Context: an optimization exercise on an open-source flow, tuned for small area, a short achievable clock period and few clock cycles. The choices shown serve that exercise and are no tape-out recipe.

== P ==
==> flow/design.v <==
module sbmc_step (
    input  wire [13:0] s,
    output wire [11:0] acc,
    output wire [8:0]  q5,
    output wire [5:0]  q50
);
    wire neg = s[13];
    assign acc = s[13:2] + {11'd0, neg & (s[1:0] != 2'b00)};
    wire [10:0] y  = {~s[13], s[12:3]};
    assign q5  = y / 11'd5;
    assign q50 = y / 11'd50;
endmodule
module sbmc_tick #(
    parameter integer DT        = 100,
    parameter integer SCALE     = 1000,
    parameter integer N_AVG     = 4,
    parameter integer MASK_BITS = 0
) (
    input  wire        clk,
    input  wire        rst,
    input  wire [31:0] cfg_dist_target,
    input  wire [7:0]  cfg_n_ramp,
    input  wire [15:0] cfg_dwell_ticks,
    input  wire [7:0]  cfg_spd_op,
    input  wire [7:0]  cfg_spd_step,
    input  wire [15:0] cfg_cmd_stop,
    input  wire [15:0] cfg_cmd_rev,
    input  wire        run,
    input  wire        tick,
    input  wire        smp_valid,
    output wire        smp_ready,
    input  wire [55:0] smp_data,
    output wire        drv_valid,
    input  wire        drv_ready,
    output wire [15:0] drv_data,
    output wire        busy,
    output wire        running,
    output wire        fault,
    output wire [1:0]  phase,
    output wire [7:0]  ramp,
    output wire [15:0] dwell,
    output wire [31:0] acc,
    output wire [31:0] vel,
    output wire [31:0] distance
);
    localparam [1:0] PH_ACCEL  = 2'd0,
                     PH_CRUISE = 2'd1,
                     PH_REV    = 2'd2,
                     PH_STOP   = 2'd3;
    localparam [28:0] QO_ZERO = -29'sd21;    
    reg        run_q;
    reg        fault_q;
    reg [1:0]  phase_q;
    reg [7:0]  ramp_q;
    reg [15:0] dwell_q;
    reg [11:0] acc_q;         
    reg [31:0] vel_q;
    reg [31:0] dist_q;
    reg [28:0] qo_q;          
    reg [3:0]  r_q;           
    reg        pend_q;        
    reg        busy_q;
    reg        samp_q;        
    reg [1:0]  cnt_q;         
    reg        first_q;       
    reg        xv_q;          
    reg        sa_q, sb_q, sc_q, sd_q, se_q, sf_q;    
    reg        sd2_q, sd3_q, se2_q, se3_q;            
    reg        vovf_q, dovf_q;
    reg        spec_q;        
    reg        zero_q;        
    reg        dv_q;          
    reg        second_q;      
    reg [15:0] dd_q;          
    reg [11:0] x_q;           
    reg [13:0] s_q;           
    reg [8:0]  q5_q;          
    reg [5:0]  q50_q;
    reg [8:0]  dvel_q;        
    reg [5:0]  fdo_q;         
    reg [5:0]  ko_q;          
    reg        c_q;           
    reg [7:0]  nlvl_q;        
    reg [31:0] tgt_q;         
    reg        dz_q;          
    reg        rlast_q;       
    wire [11:0] b_acc;
    wire [8:0]  b_q5;
    wire [5:0]  b_q50;
    sbmc_step u_step (
        .s(s_q), .acc(b_acc), .q5(b_q5), .q50(b_q50)
    );
    wire        s_neg = s_q[13];
    wire        s_lo3 = s_q[2:0] != 3'b000;
    wire [2:0]  r5    = s_q[5:3] - q5_q[2:0] - {q5_q[0], 2'b00};
    wire        cinc  = s_neg && (r5 == 3'd4) && s_lo3;
    wire        cdec  = !s_neg && (r5 != 3'd4);
    wire [8:0]  dv_m  = q5_q - 9'd205;
    wire [8:0]  dv_0  = q5_q - 9'd204;
    wire [8:0]  dv_p  = q5_q - 9'd203;
    wire [8:0]  dvel  = cdec ? dv_m : (cinc ? dv_p : dv_0);
    wire [5:0]  r50   = s_q[8:3] - {q50_q[0], 5'd0} - {q50_q[1:0], 4'd0} - {q50_q[4:0], 1'b0};
    wire        cf    = s_neg ? (r50 >= (s_lo3 ? 6'd19 : 6'd20)) : (r50 >= 6'd24);
    wire [5:0]  q50_p = q50_q + 6'd1;
    wire [5:0]  fdo   = cf ? q50_p : q50_q;
    wire [32:0] vsum  = {vel_q[31], vel_q} + {{24{dvel_q[8]}}, dvel_q};
    wire        vovf  = vsum[32] != vsum[31];
    wire        vsafe = vel_q[31] == vel_q[30];
    wire [3:0]  md    = dvel_q[3:0] - {fdo_q[2:0], 1'b0} - {fdo_q[0], 3'd0} + 4'd2;
    wire [4:0]  u     = {1'b0, md} + {1'b0, r_q};
    wire        cy    = u >= 5'd10;
    wire [3:0]  rn    = cy ? u[3:0] - 4'd10 : u[3:0];
    wire [5:0]  ko    = fdo_q + {5'd0, cy};
    wire [33:0] e_a   = {{2{dist_q[31]}}, dist_q};
    wire [33:0] e_b   = {{5{qo_q[28]}}, qo_q};
    wire [33:0] e_c   = {28'd0, ko_q};
    wire [33:0] e_s   = e_a ^ e_b ^ e_c;
    wire [33:0] e_m   = (e_a & e_b) | (e_a & e_c) | (e_b & e_c);
    wire [33:0] dsum  = e_s + {e_m[32:0], c_q};
    wire        dovf  = (dsum[33:31] != 3'b000) && (dsum[33:31] != 3'b111);
    wire        dsafe = dist_q[31] == dist_q[30];
    wire [28:0] qsum  = qo_q + {23'd0, ko_q} - 29'd21;
    wire        d_ge  = $signed(dist_q) >= $signed(tgt_q);
    wire        d_le0 = dist_q[31] || (dist_q == 32'd0);
    wire live   = run_q && !fault_q && (phase_q != PH_STOP);
    wire active = samp_q || sa_q || sb_q || sc_q || sd_q || sd2_q || sd3_q
                  || se_q || se2_q || se3_q || sf_q || dv_q;
    wire start  = pend_q && live && !active;
    wire take   = smp_valid && samp_q;
    wire sent   = dv_q && drv_ready;
    wire vel_we = (sd_q && vsafe) || (sd3_q && !vovf_q);
    wire dst_we = (se_q && dsafe) || (se3_q && !dovf_q);
    wire p0_a   = sa_q && (phase_q == PH_ACCEL) && vsafe && dsafe;
    wire f_ev   = sf_q && !spec_q;
    wire p0_f   = f_ev && (phase_q == PH_ACCEL);
    wire p1_hit = f_ev && (phase_q == PH_CRUISE) && d_ge;
    wire p2_hit = f_ev && (phase_q == PH_REV) && d_le0;
    wire p0     = p0_a || p0_f;
    reg        n_pend, n_samp, n_sa, n_sb, n_sc, n_sd, n_sd2, n_sd3, n_se, n_se2, n_se3,
               n_sf, n_dv, n_fault, n_run;
    reg [1:0]  n_phase;
    always @(*) begin
        n_run   = run_q;
        n_fault = fault_q;
        n_phase = phase_q;
        n_samp  = samp_q;
        n_sa    = 1'b0;
        n_sb    = sa_q;
        n_sc    = sb_q;
        n_sd    = sc_q;
        n_sd2   = sd_q && !vsafe;
        n_sd3   = sd2_q;
        n_se    = vel_we;
        n_se2   = se_q && !dsafe;
        n_se3   = se2_q;
        n_sf    = dst_we;
        n_dv    = dv_q;
        n_pend  = pend_q;
        if (run && !run_q) begin
            n_run   = 1'b1;
            n_phase = PH_ACCEL;
            n_pend  = 1'b0;
        end else begin
            n_pend = (tick && live) || (pend_q && !start);
            if (start) begin
                if (dwell_q != 16'd0) begin
                    if (dwell_q == 16'd1) begin
                        n_dv    = 1'b1;
                        n_phase = PH_REV;
                    end
                end else begin
                    n_samp = 1'b1;
                end
            end
            if (take && cnt_q == 2'd3) begin
                n_samp = 1'b0;
                n_sa   = 1'b1;
            end
            if (sent && !second_q)
                n_dv = 1'b0;
            if ((sd3_q && vovf_q) || (se3_q && dovf_q))
                n_fault = 1'b1;
            if (p0) begin
                n_dv = 1'b1;
                if (rlast_q)
                    n_phase = PH_CRUISE;
            end
            if (p1_hit) begin
                n_dv = 1'b1;
                if (dz_q)
                    n_phase = PH_REV;
            end
            if (p2_hit) begin
                n_dv    = 1'b1;
                n_phase = PH_STOP;
            end
        end
    end
    wire n_live = n_run && !n_fault && (n_phase != PH_STOP);
    always @(posedge clk) begin
        if (rst) begin
            run_q   <= 1'b0;
            fault_q <= 1'b0;
            phase_q <= PH_ACCEL;
            pend_q  <= 1'b0;
            busy_q  <= 1'b0;
            samp_q  <= 1'b0;
            sa_q    <= 1'b0;
            sb_q    <= 1'b0;
            sc_q    <= 1'b0;
            sd_q    <= 1'b0;
            sd2_q   <= 1'b0;
            sd3_q   <= 1'b0;
            se_q    <= 1'b0;
            se2_q   <= 1'b0;
            se3_q   <= 1'b0;
            sf_q    <= 1'b0;
            dv_q    <= 1'b0;
            zero_q  <= 1'b0;
            xv_q    <= 1'b0;
        end else begin
            run_q   <= n_run;
            fault_q <= n_fault;
            phase_q <= n_phase;
            pend_q  <= n_pend;
            busy_q  <= (n_pend && n_live) || n_samp || n_sa || n_sb || n_sc || n_sd
                       || n_sd2 || n_sd3 || n_se || n_se2 || n_se3 || n_sf || n_dv;
            samp_q  <= n_samp;
            sa_q    <= n_sa;
            sb_q    <= n_sb;
            sc_q    <= n_sc;
            sd_q    <= n_sd;
            sd2_q   <= n_sd2;
            sd3_q   <= n_sd3;
            se_q    <= n_se;
            se2_q   <= n_se2;
            se3_q   <= n_se3;
            sf_q    <= n_sf;
            dv_q    <= n_dv;
            zero_q  <= (start && dwell_q == 16'd1) || (p1_hit && dz_q);
            xv_q    <= take;
        end
    end
    always @(posedge clk) begin
        if (rst) begin
            ramp_q  <= 8'd0;
            dwell_q <= 16'd0;
            acc_q   <= 12'd0;
            vel_q   <= 32'd0;
            dist_q  <= 32'd0;
            qo_q    <= QO_ZERO;
            r_q     <= 4'd0;
        end else if (run && !run_q) begin
            ramp_q  <= 8'd0;
            dwell_q <= 16'd0;
            vel_q   <= 32'd0;
            dist_q  <= 32'd0;
            qo_q    <= QO_ZERO;
            r_q     <= 4'd0;
        end else begin
            if (start && dwell_q != 16'd0)
                dwell_q <= dwell_q - 16'd1;
            if (p1_hit && !dz_q)
                dwell_q <= cfg_dwell_ticks;
            if (p0)
                ramp_q <= ramp_q + 8'd1;
            if (sb_q)
                acc_q <= b_acc;
            if (sd_q)
                r_q <= rn;
            if (vel_we)
                vel_q <= vsum[31:0];
            if (dst_we) begin
                dist_q <= dsum[31:0];
                qo_q   <= qsum;
            end
            if (zero_q) begin
                vel_q <= 32'd0;
                qo_q  <= QO_ZERO;
                r_q   <= 4'd0;
            end
        end
    end
    always @(posedge clk) begin
        tgt_q   <= cfg_dist_target;
        dz_q    <= (cfg_dwell_ticks == 16'd0);
        rlast_q <= (ramp_q + 8'd1 == cfg_n_ramp);
        if (run && !run_q)
            nlvl_q <= cfg_spd_step;
        else if (p0)
            nlvl_q <= nlvl_q + cfg_spd_step;
        if (start)
            cnt_q <= 2'd0;
        else if (take)
            cnt_q <= cnt_q + 2'd1;
        x_q     <= {smp_data[11:8], smp_data[7:0]};
        if (start)
            first_q <= 1'b1;
        else if (xv_q)
            first_q <= 1'b0;
        if (xv_q)
            s_q <= (first_q ? 14'd0 : s_q) + {{2{x_q[11]}}, x_q};
        if (sa_q)
            spec_q <= p0_a;
        q5_q    <= b_q5;
        q50_q   <= b_q50;
        dvel_q  <= dvel;
        fdo_q   <= fdo;
        if (sd_q) begin
            ko_q <= ko;
            c_q  <= vsum[31] && (rn != 4'd0);
        end
        vovf_q  <= vovf;
        dovf_q  <= dovf;
        if (start) begin
            dd_q     <= cfg_cmd_rev;
            second_q <= 1'b0;
        end else if (p0) begin
            dd_q     <= {nlvl_q, cfg_spd_op};
            second_q <= 1'b0;
        end else if (p1_hit || p2_hit) begin
            dd_q     <= cfg_cmd_stop;
            second_q <= p1_hit && dz_q;
        end else if (sent) begin
            dd_q     <= cfg_cmd_rev;
            second_q <= 1'b0;
        end
    end
    assign smp_ready = samp_q;
    assign drv_valid = dv_q;
    assign drv_data  = dd_q;
    assign busy     = busy_q;
    assign running  = run_q;
    assign fault    = fault_q;
    assign phase    = phase_q;
    assign ramp     = ramp_q;
    assign dwell    = dwell_q;
    assign acc      = {{20{acc_q[11]}}, acc_q};
    assign vel      = vel_q;
    assign distance = dist_q;
endmodule
clock: 10.0 ns
lec_check: 0
cap_margin: 20
core_margin: 2
core_utilization: 40
slew_margin: 20
standard.sh (not shown) runs the stock make flow with config.mk's settings and CLKGATE_MAP_FILE= SYNTH_SCRIPT=/design/flow/synth_recipe.tcl, a recipe that flattens the netlist after the stock synthesis.
==> flow/flow/run.sh <==
#!/bin/bash
set -euo pipefail
export SETUP_SLACK_MARGIN=6.6
bash standard.sh > standard.log 2>&1
Input changes introduced in Q (baseline for comparison: P):
--- a/flow/design.v
+++ b/flow/design.v
@@ -95,14 +95,10 @@
     wire [2:0]  r5    = s_q[5:3] - q5_q[2:0] - {q5_q[0], 2'b00};
     wire        cinc  = s_neg && (r5 == 3'd4) && s_lo3;
     wire        cdec  = !s_neg && (r5 != 3'd4);
-    wire [8:0]  dv_m  = q5_q - 9'd205;
-    wire [8:0]  dv_0  = q5_q - 9'd204;
-    wire [8:0]  dv_p  = q5_q - 9'd203;
-    wire [8:0]  dvel  = cdec ? dv_m : (cinc ? dv_p : dv_0);
+    wire [8:0]  dvel  = q5_q - 9'd204 + {{8{cdec}}, cdec | cinc};
     wire [5:0]  r50   = s_q[8:3] - {q50_q[0], 5'd0} - {q50_q[1:0], 4'd0} - {q50_q[4:0], 1'b0};
     wire        cf    = s_neg ? (r50 >= (s_lo3 ? 6'd19 : 6'd20)) : (r50 >= 6'd24);
-    wire [5:0]  q50_p = q50_q + 6'd1;
-    wire [5:0]  fdo   = cf ? q50_p : q50_q;
+    wire [5:0]  fdo   = q50_q + {5'd0, cf};
     wire [32:0] vsum  = {vel_q[31], vel_q} + {{24{dvel_q[8]}}, dvel_q};
     wire        vovf  = vsum[32] != vsum[31];
     wire        vsafe = vel_q[31] == vel_q[30];
@@ -293,7 +289,8 @@
             cnt_q <= 2'd0;
         else if (take)
             cnt_q <= cnt_q + 2'd1;
-        x_q     <= {smp_data[11:8], smp_data[7:0]};
+        if (take)
+            x_q <= {smp_data[11:8], smp_data[7:0]};
         if (start)
             first_q <= 1'b1;
         else if (xv_q)
@@ -302,16 +299,22 @@
             s_q <= (first_q ? 14'd0 : s_q) + {{2{x_q[11]}}, x_q};
         if (sa_q)
             spec_q <= p0_a;
-        q5_q    <= b_q5;
-        q50_q   <= b_q50;
-        dvel_q  <= dvel;
-        fdo_q   <= fdo;
+        if (sb_q) begin
+            q5_q  <= b_q5;
+            q50_q <= b_q50;
+        end
+        if (sc_q) begin
+            dvel_q <= dvel;
+            fdo_q  <= fdo;
+        end
         if (sd_q) begin
             ko_q <= ko;
             c_q  <= vsum[31] && (rn != 4'd0);
         end
-        vovf_q  <= vovf;
-        dovf_q  <= dovf;
+        if (sd2_q)
+            vovf_q <= vovf;
+        if (se2_q)
+            dovf_q <= dovf;
         if (start) begin
             dd_q     <= cfg_cmd_rev;
             second_q <= 1'b0;
Findings:
Global-route met3 utilization is lower on P. Against P, number of well taps in Q rose by a little under 10%. Per the comparison of Q with P, worst slack at placement decreased 0.38 ns; clock buffer and inverter area fraction after layout now sits lower; routability-driven placement congestion ratio increased by 5.4% relative to the old numbers; fmax shows a reduction of 1.4%; fill cell total of the finished layout climbed about 7%. Comparing setup slack for P and Q, the smaller number came from Q.
No run of this note included a check of the RTL's function; only the layout flow was run.

afterwards: timing with drivers on the ports:
The results above use ideal ports. As a check the final layouts listed here were re-extracted and re-timed, cells and wires unchanged. Step 1 assumes that a clkbuf_16 drives the clock port and a buf_2 every other input. Step 2 adds t to the input delays and takes it off the output delays; t is the mean of the earliest and latest rising clock arrival at the registers after step 1. Input paths then give back, and output paths get back, about the clock's delay inside the block. Three values: ideal, step 1, step 2; two values: the first two.
run | shift t [ns] | setup slack, ns | worst register clock-pin slew, ns | worst data-port slew with drivers (ns) | cell pins on the clock port's net
P | 0.603 | 6.310 / 6.310 / 6.052 | 0.06 / 0.06 | 0.08 | 1
Q | 0.602 | 6.258 / 6.258 / 6.106 | 0.06 / 0.06 | 0.11 | 1
After both steps setup and hold are still met in every run listed. For P, which loses most, drivers alone change the setup slack by 0.000 ns; drivers and shift together by -0.258 ns.
